This is an optimization exercise on Yosys and OpenROAD, whose aim is a short achievable clock period and few clock cycles per item, not a production implementation. At most, simulation tests tie the RTL to the original design; equivalence was not proved. The clock port is modelled as an ideal driver, which makes a skipped or thinned clock tree look cheaper than it is; a real chip needs a root buffer or a tree. Power figures rest on the tool's default switching activity, not on a simulated workload.

Design dnp3_tx, start of the top module:
module dnp3_tx (
    input  wire        clk,
    input  wire        rst,
    input  wire        cmd_valid,
    output wire        cmd_ready,
    input  wire [7:0]  cmd_plen,    
    input  wire [7:0]  cmd_ctrl,    
    input  wire [15:0] cmd_dst,     
    input  wire [15:0] cmd_src,     
    input  wire        in_valid,
    output wire        in_ready,
    input  wire [31:0] in_data,
    output wire        out_valid,
    input  wire        out_ready,
    output wire [31:0] out_data,
    output wire        out_last,
    output reg         done_valid,
    output reg  [3:0]  done_err,
    output reg  [8:0]  done_len
);
For scale: ~4400 cells after synthesis, about 1700 flip-flops, roughly 140 I/O pins, about 68000 um^2 of cells after synthesis.
Settings: LEC_CHECK=0, ABC_CLOCK_PERIOD_IN_PS=2500, CAP_MARGIN=20, CORE_MARGIN=2, CORE_UTILIZATION=55, PLACE_DENSITY=0.65, SLEW_MARGIN=20; clock period 8.0 ns.
standard.sh (not shown) runs the stock make flow with config.mk's settings and CLKGATE_MAP_FILE= SYNTH_SCRIPT=/design/flow/synth_recipe.tcl, a recipe that flattens the netlist after the stock synthesis.
==> flow/flow/run.sh <==
#!/bin/bash
# The standard layout (standard.sh), with three changes to how it is made:
#  - the setup repair aims further below the clock period (SETUP_SLACK_MARGIN),
#  - the ports are buffered with buf_4 cells,
#  - the clock tree is built by flow/mcts.tcl (a balanced two-level tree of
#    clkbuf_16 cells: four root buffers on the clock port, each driving the
#    leaf buffers of its part of the die) in place of TritonCTS; it also
#    places each flip-flop that drives an output port next to its port buffer.
# The whole ORFS output goes to standard.log in this folder.
set -e
here=$(pwd)
export SETUP_SLACK_MARGIN=6
export BUFFER_PORTS_ARGS="-buffer_cell sky130_fd_sc_hd__buf_4"
export PRE_CTS_TCL=$here/flow/mcts.tcl
export MCTS_LEAF=24
export MCTS_ROOTS=4
export MCTS_SPAN=100
bash standard.sh > standard.log 2>&1
Other scripts of this flow, unchanged in this note and not shown: flow/flow/mcts.tcl
Testbench counts at the start, summed over its fixed seeds: cycles 12,115, frames 320.
Edit:
--- a/flow/design.v
+++ b/flow/design.v
@@ -17,25 +17,25 @@
     output reg         done_valid,
     output reg  [3:0]  done_err,
     output reg  [8:0]  done_len
 );
     localparam [3:0] E_OK      = 4'd0,
                      E_LENGTH  = 4'd1,
                      E_RANGE   = 4'd6,
                      E_BADFNC  = 4'd8,
                      E_ADDRESS = 4'd9;
     localparam IFD = 4;               
     localparam IQA = 1;               
     localparam IQD = 1 << IQA;
-    localparam PFA = 4;               
+    localparam PFA = 3;               
     localparam PFD = 1 << PFA;        
     function [15:0] crc_s1;
         input [15:0] x;
         begin
             crc_s1[0] = x[3] ^ x[4] ^ x[5] ^ x[8];
             crc_s1[1] = x[0] ^ x[4] ^ x[5] ^ x[6] ^ x[9];
             crc_s1[2] = x[0] ^ x[1] ^ x[5] ^ x[6] ^ x[7] ^ x[10];
             crc_s1[3] = x[0] ^ x[1] ^ x[2] ^ x[3] ^ x[4] ^ x[5] ^ x[6] ^ x[7] ^ x[11];
             crc_s1[4] = x[0] ^ x[1] ^ x[2] ^ x[6] ^ x[7] ^ x[12];
             crc_s1[5] = x[1] ^ x[2] ^ x[4] ^ x[5] ^ x[7] ^ x[13];
             crc_s1[6] = x[0] ^ x[2] ^ x[4] ^ x[6] ^ x[14];
             crc_s1[7] = x[1] ^ x[3] ^ x[5] ^ x[7] ^ x[15];
What happened:
- The new run finished clean
- flip-flop and latch count decreases by 432
- wire length decreases by 21%
- global-route usage decreases by 0.30 points
- worst setup slack is better by 0.075 ns
- via count decreases by about 20%
- critical path depth does not change
- utilization increases by 1.5 points
- first-iteration DRC count decreases by about 17%
- design area decreases by 21%
- total power decreases by about 17%
- synthesized area decreases by about 23%
- cell count decreases by about 18%
- worst hold slack is better by 0.029 ns
- clock power decreases by 25%
Testbench counts after the change, summed over its fixed seeds: cycles 12,214, frames 320.
In every run of this note, the design's own scripts or RTL, not TritonCTS, make the clock network.

* * *

before:
dnp3_tx, a different RTL version from the one above (not shown whole).
Size: about 3500 cells after synthesis, roughly 1200 flip-flops, ~140 I/O pins, roughly 50000 um^2 of cells after synthesis.
// dnp3_tx
module dnp3_tx (
    input  wire        clk,
    input  wire        rst,
    input  wire        cmd_valid,
    output wire        cmd_ready,
    input  wire [7:0]  cmd_plen,    
    input  wire [7:0]  cmd_ctrl,    
    input  wire [15:0] cmd_dst,     
    input  wire [15:0] cmd_src,     
    input  wire        in_valid,
    output wire        in_ready,
    input  wire [31:0] in_data,
    output wire        out_valid,
    input  wire        out_ready,
    output wire [31:0] out_data,
    output wire        out_last,
    output reg         done_valid,
    output reg  [3:0]  done_err,
    output reg  [8:0]  done_len
);
Settings: LEC_CHECK=0, ABC_CLOCK_PERIOD_IN_PS=2500, CAP_MARGIN=20, CORE_MARGIN=2, CORE_UTILIZATION=55, PLACE_DENSITY=0.65, SLEW_MARGIN=20; clock period 8.0 ns.
==> flow/flow/run.sh <==
#!/bin/bash
# The standard layout (standard.sh), with three changes to how it is made:
#  - the setup repair aims further below the clock period (SETUP_SLACK_MARGIN),
#  - the ports are buffered with buf_4 cells,
#  - the clock tree is built by flow/mcts.tcl (a balanced two-level tree of
#    clkbuf_16 cells: four root buffers on the clock port, each driving the
#    leaf buffers of its part of the die) in place of TritonCTS; it also
#    places each flip-flop that drives an output port next to its port buffer.
# The whole ORFS output goes to standard.log in this folder.
set -e
here=$(pwd)
export SETUP_SLACK_MARGIN=6
export BUFFER_PORTS_ARGS="-buffer_cell sky130_fd_sc_hd__buf_4"
export PRE_CTS_TCL=$here/flow/mcts.tcl
export MCTS_LEAF=24
export MCTS_ROOTS=4
bash standard.sh > standard.log 2>&1
Other scripts of this flow, unchanged in this note and not shown: flow/flow/mcts.tcl
#### Input delta (after over before)
--- a/flow/design.v
+++ b/flow/design.v
@@ -21,17 +21,17 @@
     localparam [3:0] E_OK      = 4'd0,
                      E_LENGTH  = 4'd1,
                      E_RANGE   = 4'd6,
                      E_BADFNC  = 4'd8,
                      E_ADDRESS = 4'd9;
     localparam IFD = 4;               
     localparam IQA = 1;               
     localparam IQD = 1 << IQA;
-    localparam PFA = 3;               
+    localparam PFA = 4;               
     localparam PFD = 1 << PFA;        
     function [15:0] crc_s1;
         input [15:0] x;
         begin
             crc_s1[0] = x[3] ^ x[4] ^ x[5] ^ x[8];
             crc_s1[1] = x[0] ^ x[4] ^ x[5] ^ x[6] ^ x[9];
             crc_s1[2] = x[0] ^ x[1] ^ x[5] ^ x[6] ^ x[7] ^ x[10];
             crc_s1[3] = x[0] ^ x[1] ^ x[2] ^ x[3] ^ x[4] ^ x[5] ^ x[6] ^ x[7] ^ x[11];
Of after and before, the higher met3 wire length belongs to after.
Delta (after minus before): weighted congestion at the end of routability-driven global placement moved up, least setup slack across all paths after layout moved up.
Diff before -> after | sequential share of layout area | increase of 5.1 points
Diff before -> after: flip-flop and latch count went up, tightest hold margin ~0 delta, power went up by about 23%.
Of after and before, before shows the higher share of total power in combinational logic, with after below it.
after against before: via count picked up an extra 9248; clock period minus final worst setup slack saw a decrease; clock share of power rose 1.8 points; total number of nets in the final design now sits higher.
No run of this note included a check of the RTL's function; only the layout flow was run. In every run of this note, the design's own scripts or RTL, not TritonCTS, make the clock network.

* * *

dnp3_tx, a different RTL version from the one above (not shown whole).
Size in the first run: ~3500 cells after synthesis, ~1400 flip-flops.
export LEC_CHECK = 0
export ABC_CLOCK_PERIOD_IN_PS = 2500
export CAP_MARGIN = 20
export CORE_MARGIN = 2
export CORE_UTILIZATION = 55
export PLACE_DENSITY = 0.65
export SLEW_MARGIN = 20
create_clock -name core_clock -period 8.0 [get_ports {clk}]
==> flow/flow/run.sh <==
#!/bin/bash
# The standard layout (standard.sh), with three changes to how it is made:
#  - the setup repair aims further below the clock period (SETUP_SLACK_MARGIN),
#  - the ports are buffered with buf_4 cells,
#  - the clock tree is built by flow/mcts.tcl (a balanced two-level tree of
#    clkbuf_16 cells: four root buffers on the clock port, each driving the
#    leaf buffers of its part of the die) in place of TritonCTS.
# The whole ORFS output goes to standard.log in this folder.
set -e
here=$(pwd)
export SETUP_SLACK_MARGIN=6
export BUFFER_PORTS_ARGS="-buffer_cell sky130_fd_sc_hd__buf_4"
export PRE_CTS_TCL=$here/flow/mcts.tcl
export MCTS_LEAF=24
export MCTS_ROOTS=4
bash standard.sh > standard.log 2>&1
Other scripts of this flow, unchanged in this note and not shown: flow/flow/mcts.tcl
The starting point went through all stages and came out clean.
Testbench counts at the start, summed over its fixed seeds: cycles 12,222, frames 320.
==> next run, changes <==
--- a/flow/design.v
+++ b/flow/design.v
@@ -17,25 +17,25 @@
     output reg         done_valid,
     output reg  [3:0]  done_err,
     output reg  [8:0]  done_len
 );
     localparam [3:0] E_OK      = 4'd0,
                      E_LENGTH  = 4'd1,
                      E_RANGE   = 4'd6,
                      E_BADFNC  = 4'd8,
                      E_ADDRESS = 4'd9;
     localparam IFD = 4;               
     localparam IQA = 1;               
     localparam IQD = 1 << IQA;
-    localparam PFA = 3;               
+    localparam PFA = 4;               
     localparam PFD = 1 << PFA;        
     localparam NPIPE = 4;             
     function [15:0] crc_s4;
         input [15:0] x;
         begin
             crc_s4[0] = x[1] ^ x[2] ^ x[3] ^ x[4] ^ x[5] ^ x[12] ^ x[13] ^ x[14] ^ x[15];
             crc_s4[1] = x[2] ^ x[3] ^ x[4] ^ x[5] ^ x[6] ^ x[13] ^ x[14] ^ x[15];
             crc_s4[2] = x[3] ^ x[4] ^ x[5] ^ x[6] ^ x[7] ^ x[14] ^ x[15];
             crc_s4[3] = x[0] ^ x[1] ^ x[2] ^ x[3] ^ x[6] ^ x[7] ^ x[8] ^ x[12] ^ x[13] ^ x[14];
             crc_s4[4] = x[5] ^ x[7] ^ x[8] ^ x[9] ^ x[12];
             crc_s4[5] = x[0] ^ x[1] ^ x[2] ^ x[3] ^ x[4] ^ x[5] ^ x[6] ^ x[8] ^ x[9] ^ x[10] ^ x[12] ^ x[14] ^ x[15];
             crc_s4[6] = x[0] ^ x[6] ^ x[7] ^ x[9] ^ x[10] ^ x[11] ^ x[12] ^ x[14];
=>
- clock power rises by 31%
- die area rises by 28%
- power rises by 25%
- area after synthesis rises by 28%
- final area rises by 28%
No functional check of the RTL was part of the second run of this note. No run of this note takes its clock network from TritonCTS; it comes from the design's own scripts or RTL.

afterwards: timing with drivers on the ports:
No port has a modelled driver above. Below, the same layouts with a new extraction and two added sets of constraints.
Step 1, drivers: a clkbuf_16 drives clk and a buf_2 each remaining input, both assumed.
Step 2 adds t to the input delays and takes it off the output delays; t is the mean of the earliest and latest rising clock arrival at the registers after step 1. Input paths then give back, and output paths get back, about the clock's delay inside the block.
Slacks: no drivers / after step 1 / after step 2; pairs: no drivers / after step 1.
run | t (ns) | setup WS [ns] | hold WS [ns]
the first run of note 1 | 0.711 | 5.384 / 5.212 / 5.386 | 0.302 / 0.302 / 0.302
the second run of note 1 | 0.614 | 5.458 / 5.307 / 5.262 | 0.331 / 0.331 / 0.331
before | 0.609 | 4.936 / 4.936 / 4.650 | 0.334 / 0.334 / 0.334
after | 0.701 | 4.999 / 4.999 / 4.677 | 0.332 / 0.332 / 0.332
the first run of note 3 | 0.610 | 5.446 / 5.311 / 5.411 | 0.325 / 0.325 / 0.325
the second run of note 3 | 0.701 | 5.362 / 5.200 / 5.366 | 0.334 / 0.334 / 0.334
After both steps setup and hold are still met in every run listed. The setup slack of after, which loses most, moves by 0.000 ns with the drivers and by -0.322 ns with both steps.
